From an optimization exercise on the open Yosys and OpenROAD flow, aimed at small area, a short achievable clock period and few clock cycles per item; shortcuts taken in it are not production practice. RTL that was checked went through simulation tests only; none was proved equivalent to the original.

==> module filt_step, before the edit <==
module filt_step (
    input  wire [30:0] s,
    input  wire [7:0]  te,
    input  wire [23:0] tm,
    output wire [30:0] y
);
    wire [7:0]  es  = s[30:23];
    wire [23:0] ms  = {es != 8'd0, s[22:0]};
    wire        big = es > 8'd1;
    wire        p47 = ms >= 24'hB6DB6E;         
    wire        sh  = big & ~p47;
    wire [48:0] w;
    mul07_tree u_tree (.ms(ms), .sh(sh), .w(w));
    wire [24:0] mh  = sh ? w[47:23] : w[48:24];    
    wire [7:0]  eh  = big ? (p47 ? es : es - 8'd1) : 8'd1;
    wire        hge = eh >= te;
    wire [7:0]  dab = hge ? eh - te : te - eh;
    wire        far = dab > 8'd27;
    wire [27:0] lost_mask = ~(28'hFFFFFFF << dab[4:0]);
    wire [24:0] xm  = hge ? mh : {1'b0, tm};
    wire [24:0] zm  = hge ? {1'b0, tm} : mh;
    wire [27:0] zx  = {zm, 3'b000};
    wire [27:0] zs  = zx >> dab[4:0];
    wire        zl  = far ? (|zm) : (|(zx & lost_mask));
    wire [27:0] za  = far ? {27'd0, zl} : {zs[27:1], zs[0] | zl};
    wire [27:0] oph = {xm, 3'b000};
    wire [27:0] opt = za;
    wire [7:0]  ex  = hge ? eh : te;
    wire [2:0]  low = oph[2:0] | opt[2:0];      
    wire [25:0] ya  = {1'b0, oph[27:3]} + {1'b0, opt[27:3]};
    wire [26:0] yc  = {1'b0, oph[27:3], 1'b1} + {1'b0, opt[27:3], 1'b1};
    wire [25:0] yb  = yc[26:1];                 
    wire        ovf = ya[24];
    wire        inc0 = low[2] & (low[1] | low[0] | ya[0]);
    wire        inc1 = ya[0] & ((|low) | ya[1]);
    wire [24:0] m0  = inc0 ? yb[24:0] : ya[24:0];
    wire [24:0] m1  = inc1 ? yb[25:1] : ya[25:1];
    wire [24:0] mn  = ovf ? m1 : m0;
    wire [7:0]  eo  = ex - 8'd1 + {7'd0, ovf};
    assign y = {eo + {6'd0, mn[24:23]}, mn[22:0]};
endmodule
==> module amf_rx, before the edit <==
module amf_rx (
    input  wire        clk,
    input  wire        rst,
    input  wire        in_valid,
    output wire        in_ready,
    input  wire [31:0] sample,
    output reg         frm_valid,
    output wire [63:0] frm_payload,
    output reg         frm_crc_ok
);
    assign in_ready = 1'b1;
    reg        m_valid;
    reg [30:0] m_r;
    always @(posedge clk) begin
        m_valid <= in_valid & ~rst;
        m_r     <= sample[30:0];
    end
    reg        t_valid;
    reg [7:0]  t_e;
    reg [23:0] t_m;
    wire [7:0]  te_next;
    wire [23:0] tm_next;
    mul03 u_new (.x(m_r), .e(te_next), .m(tm_next));
    always @(posedge clk) begin
        t_valid <= m_valid & ~rst;
        t_e     <= te_next;
        t_m     <= tm_next;
    end
    reg  [30:0] smoothed;
    reg  [4:0]  decim_count;
    reg         fwd_valid;
    wire [30:0] smoothed_next;
    filt_step u_filt (.s(smoothed), .te(t_e), .tm(t_m), .y(smoothed_next));
    always @(posedge clk) begin
        if (rst) begin
            smoothed    <= 31'd0;
            decim_count <= 5'd0;
            fwd_valid   <= 1'b0;
        end else begin
            fwd_valid <= t_valid && decim_count == 5'd16;
            if (t_valid) begin
                smoothed    <= smoothed_next;
                decim_count <= (decim_count == 5'd16) ? 5'd0 : decim_count + 5'd1;
            end
        end
    end
    localparam [25:0] FLOOR = 26'hAAAAAB;       
    reg  [25:0] ook_max;
    reg         chip_valid;
    reg         chip;
    wire        take, chip_next;
    wire [25:0] c, k0;
    peak u_peak (.v(smoothed), .ook_max(ook_max), .c(c), .k0(k0), .take(take), .chip_next(chip_next));
    always @(posedge clk)
        chip <= chip_next;
    always @(posedge clk) begin
        if (rst) begin
            ook_max    <= FLOOR;
            chip_valid <= 1'b0;
        end else begin
            chip_valid <= fwd_valid;
            if (fwd_valid)
                ook_max <= take ? c : k0;
        end
    end
    localparam [1:0] LOW_A = 2'd0, LOW_B = 2'd1, HIGH_A = 2'd2, HIGH_B = 2'd3;
    localparam [15:0] X48A = 16'h807B;    
    localparam [11:0] X48Q = 12'h913;     
    reg        last_chip;
    reg  [2:0] since_edge;
    reg  [1:0] phase;
    reg [47:0] frame;           
    reg  [3:0] ones;            
    reg [15:0] rem_a;           
    reg [11:0] rem_q;           
    wire [2:0] since_next = (chip != last_chip) ? 3'd1 : since_edge + 3'd1;
    wire       mid_bit    = (since_next == 3'd4);
    wire       emit       = chip_valid && mid_bit && phase[0];
    wire       d          = phase[1];
    wire       match      = ~frame[47] && (ones == 4'd15);
    reg [1:0] phase_next;
    always @* begin
        case (phase)
            LOW_A:   phase_next = chip ? HIGH_B : LOW_A;
            LOW_B:   phase_next = chip ? HIGH_A : LOW_A;
            HIGH_A:  phase_next = chip ? HIGH_A : LOW_B;
            default: phase_next = chip ? HIGH_A : LOW_A;
        endcase
    end
    wire [16:0] ra  = {rem_a, d};
    wire [15:0] ra1 = (ra[16] ? ra[15:0] ^ 16'h8005 : ra[15:0]) ^ (frame[47] ? X48A : 16'd0);
    wire [12:0] rq  = {rem_q, d};
    wire [11:0] rq1 = (rq[12] ? rq[11:0] ^ 12'h805 : rq[11:0]) ^ (frame[47] ? X48Q : 12'd0);
    wire [3:0]  brand = frame[46:43];
    wire        crc_next = (brand == 4'd2 || brand == 4'd10) ? (rq1 == 12'd0 && frame[2:0] == 3'd0 && ~d)
                                                           : (ra1 == 16'd0);
    always @(posedge clk) begin
        if (rst) begin
            last_chip  <= 1'b0;
            since_edge <= 3'd0;
            phase      <= LOW_A;
        end else if (chip_valid) begin
            last_chip  <= chip;
            since_edge <= since_next;
            if (mid_bit)
                phase <= phase_next;
        end
    end
    always @(posedge clk) begin
        if (rst || frm_valid) begin
            frame     <= 48'd0;
            ones      <= 4'd0;
            rem_a     <= 16'd0;
            rem_q     <= 12'd0;
            frm_valid <= 1'b0;
        end else if (emit) begin
            frame     <= {frame[46:0], d};
            ones      <= frame[47] ? ones + {3'd0, ones != 4'd15} : 4'd0;
            rem_a     <= ra1;
            rem_q     <= rq1;
            frm_valid <= match;
        end
    end
    always @(posedge clk)
        frm_crc_ok <= crc_next;
    assign frm_payload = {16'hFFFE, frame};
endmodule
clock: 35.0 ns
lec_check: 0
abc_area: 1
cap_margin: 70
core_margin: 2
core_utilization: 40
slew_margin: 70
run.sh (not shown) runs the stock make flow with config.mk's settings and CLKGATE_MAP_FILE= SYNTH_SCRIPT=/design/flow/synth_recipe.tcl, a recipe that flattens the netlist after the stock synthesis.
Change:
--- a/flow/design.v
+++ b/flow/design.v
@@ -512,12 +512,12 @@
     wire        far = dab > 8'd27;
     wire [27:0] lost_mask = ~(28'hFFFFFFF << dab[4:0]);
-    wire [24:0] xm  = hge ? mh : {1'b0, tm};
-    wire [24:0] zm  = hge ? {1'b0, tm} : mh;
-    wire [27:0] zx  = {zm, 3'b000};
-    wire [27:0] zs  = zx >> dab[4:0];
-    wire        zl  = far ? (|zm) : (|(zx & lost_mask));
-    wire [27:0] za  = far ? {27'd0, zl} : {zs[27:1], zs[0] | zl};
-    wire [27:0] oph = {xm, 3'b000};
-    wire [27:0] opt = za;
+    wire [27:0] hx  = {mh, 3'b000};
+    wire [27:0] hs  = hx >> dab[4:0];
+    wire        hl  = far ? (|mh) : (|(hx & lost_mask));
+    wire [27:0] oph = hge ? hx : (far ? {27'd0, hl} : {hs[27:1], hs[0] | hl});
+    wire [27:0] tx  = {1'b0, tm, 3'b000};
+    wire [27:0] ts  = tx >> dab[4:0];
+    wire        tl  = far ? (|tm) : (|(tx & lost_mask));
+    wire [27:0] opt = ~hge ? tx : (far ? {27'd0, tl} : {ts[27:1], ts[0] | tl});
     wire [7:0]  ex  = hge ? eh : te;
     wire [2:0]  low = oph[2:0] | opt[2:0];      
@@ -572,5 +572,6 @@
     always @(posedge clk) begin
         m_valid <= in_valid & ~rst;
-        m_r     <= sample[30:0];
+        if (in_valid)
+            m_r <= sample[30:0];
     end
     reg        t_valid;
@@ -582,6 +583,8 @@
     always @(posedge clk) begin
         t_valid <= m_valid & ~rst;
-        t_e     <= te_next;
-        t_m     <= tm_next;
+        if (m_valid) begin
+            t_e <= te_next;
+            t_m <= tm_next;
+        end
     end
     reg  [30:0] smoothed;
@@ -610,6 +613,4 @@
     wire [25:0] c, k0;
     peak u_peak (.v(smoothed), .ook_max(ook_max), .c(c), .k0(k0), .take(take), .chip_next(chip_next));
-    always @(posedge clk)
-        chip <= chip_next;
     always @(posedge clk) begin
         if (rst) begin
@@ -618,6 +619,8 @@
         end else begin
             chip_valid <= fwd_valid;
-            if (fwd_valid)
+            if (fwd_valid) begin
                 ook_max <= take ? c : k0;
+                chip    <= chip_next;
+            end
         end
     end
@@ -678,8 +681,7 @@
             rem_q     <= rq1;
             frm_valid <= match;
+            frm_crc_ok <= crc_next;
         end
     end
-    always @(posedge clk)
-        frm_crc_ok <= crc_next;
     assign frm_payload = {16'hFFFE, frame};
 endmodule
Result: The changed run went through all stages and came out clean; final cell count grows by a few percent; wire length rises by roughly a tenth; synthesized area went up by a few percent; cell area rose by a few percent.
Testbench counts after the change, summed over its fixed seeds: cycles 882,746, items 882,746.
The RTL of the first run of this note was laid out without a check of its function.

* * *

Setup of indigo:
Another version of the RTL of amf_rx (not shown whole).
For scale: roughly 100 I/O pins, about 0.034 mm² of cells after synthesis.
==> module mul03, before the edit <==
module mul03 (
    input  wire [25:0] mx2,
    input  wire [7:0]  er,
    output wire [7:0]  e,
    output wire [23:0] m
);
    wire [29:0] b9  = {4'd0, mx2} + {1'b0, mx2, 3'b000};
    wire [33:0] b153 = {4'd0, b9} + {b9, 4'd0};
    wire [49:0] q   = {16'd0, b153} + {8'd0, b153, 8'd0} + {b153, 16'd0} + {24'd0, mx2};
    wire [23:0] mt  = q[48:25];
    wire        g   = q[24];
    wire        st  = |mx2[22:0];                 
    wire        inc = g & (st | mt[0]);
    assign m = mt + {23'd0, inc};
    assign e = er;
endmodule
==> flow/config.mk <==
export PLATFORM = sky130hd
export DESIGN_NAME = amf_rx
export DESIGN_NICKNAME = amf_rx
export VERILOG_FILES = /design/flow/design.v
export SDC_FILE = /design/flow/constraint.sdc
export NUM_CORES = 4
export LEC_CHECK = 0
export ABC_AREA = 1
export CAP_MARGIN = 20
export CORE_MARGIN = 2
export CORE_UTILIZATION = 40
export SLEW_MARGIN = 20
==> flow/constraint.sdc <==
create_clock -name core_clock -period 35.0 [get_ports {clk}]
set_input_delay 7.0000 -clock core_clock [delete_from_list [all_inputs] [get_ports {clk}]]
set_output_delay 7.0000 -clock core_clock [all_outputs]
set_load 0.01 [all_outputs]
standard.sh (not shown) runs the stock make flow with config.mk's settings and CLKGATE_MAP_FILE= SYNTH_SCRIPT=/design/flow/synth_recipe.tcl, a recipe that flattens the netlist after the stock synthesis.
==> flow/flow/run.sh <==
#!/bin/bash
# The standard layout, with two changes to how it is made:
#  - Yosys's synth runs without its early ABC pass (SYNTH_ARGS=-noabc), so
#    that the full adders are found before the logic is remapped and do not
#    need inverters around them; the final ABC mapping is unchanged;
#  - repair_timing is asked for extra setup slack so that the gates on the
#    filter loop are sized for speed.
# The SDC (clock period, I/O delays) is the standard flow's own and is not touched.
set -euo pipefail
export SETUP_SLACK_MARGIN=26
export MAKEFLAGS="SYNTH_ARGS=-noabc"
bash standard.sh > standard.log 2>&1
Testbench counts of indigo, summed over its fixed seeds: cycles 882,746, items 882,746.
## Diff of input files: willow against indigo
--- a/flow/design.v
+++ b/flow/design.v
@@ -619,14 +619,15 @@
     wire [33:0] b153 = {4'd0, b9} + {b9, 4'd0};
     wire [49:0] q   = {16'd0, b153} + {8'd0, b153, 8'd0} + {b153, 16'd0} + {24'd0, mx2};
     wire [23:0] mt  = q[48:25];
     wire        g   = q[24];
     wire        st  = |mx2[22:0];                 
     wire        inc = g & (st | mt[0]);
-    assign m = mt + {23'd0, inc};
-    assign e = er;
+    wire [24:0] mr  = {1'b0, mt} + {24'd0, inc};
+    assign m = mr[24] ? 24'h800000 : mr[23:0];
+    assign e = mr[24] ? er + 8'd1 : er;
 endmodule
 module amf_rx (
     input  wire        clk,
     input  wire        rst,
     input  wire        in_valid,
     output wire        in_ready,
Results
- HPWL reported at the end of detailed placement essentially unchanged between indigo and willow.
- [willow vs indigo] total clock buffers created by CTS: higher in willow
- | post-layout utilization of the core | willow vs indigo | 0.71 points higher |
- Number of resized instances in the post-cts repair step, willow vs indigo: up by more than 10%
- Between willow and indigo, fraction of area in registers is higher for indigo, willow comes in under that.
- Changes observed in willow relative to indigo: final worst-path cycle share lower.
- willow ends up with lower total routing resource utilization after global routing than indigo does.
Testbench counts of willow, summed over its fixed seeds: cycles 882,746, items 882,746.

[separate check: timing with driven ports]
The results above use ideal ports. As a check the final layouts listed here were re-extracted and re-timed, cells and wires unchanged. Step 1: set_driving_cell puts a clkbuf_16 on clk and a buf_2 on each other input, an assumption about the parent block. Step 2 moves the port delays by t, midway between the first and last clock arrival at a register: inputs arrive t later, outputs are due t later. That takes back most of the time a late clock gives input paths. Three values: ideal ports, drivers, drivers and shift; two values: the first two.
run	t, ns	setup WS [ns]	hold WS [ns]	worst slew at a driven data input, ns
the first run of note 1	0.652	22.110 / 22.110 / 22.110	0.404 / 0.404 / 0.404	0.05
the second run of note 1	0.636	22.153 / 22.153 / 22.153	0.466 / 0.466 / 0.466	0.04
indigo	0.637	26.163 / 26.201 / 25.563	0.326 / 0.326 / 0.326	0.13
willow	0.639	26.220 / 26.208 / 25.611	0.412 / 0.412 / 0.412	0.06
After both steps every run listed still meets setup and hold. The setup slack of willow, which loses most, moves by -0.012 ns with the drivers and by -0.609 ns with both steps.
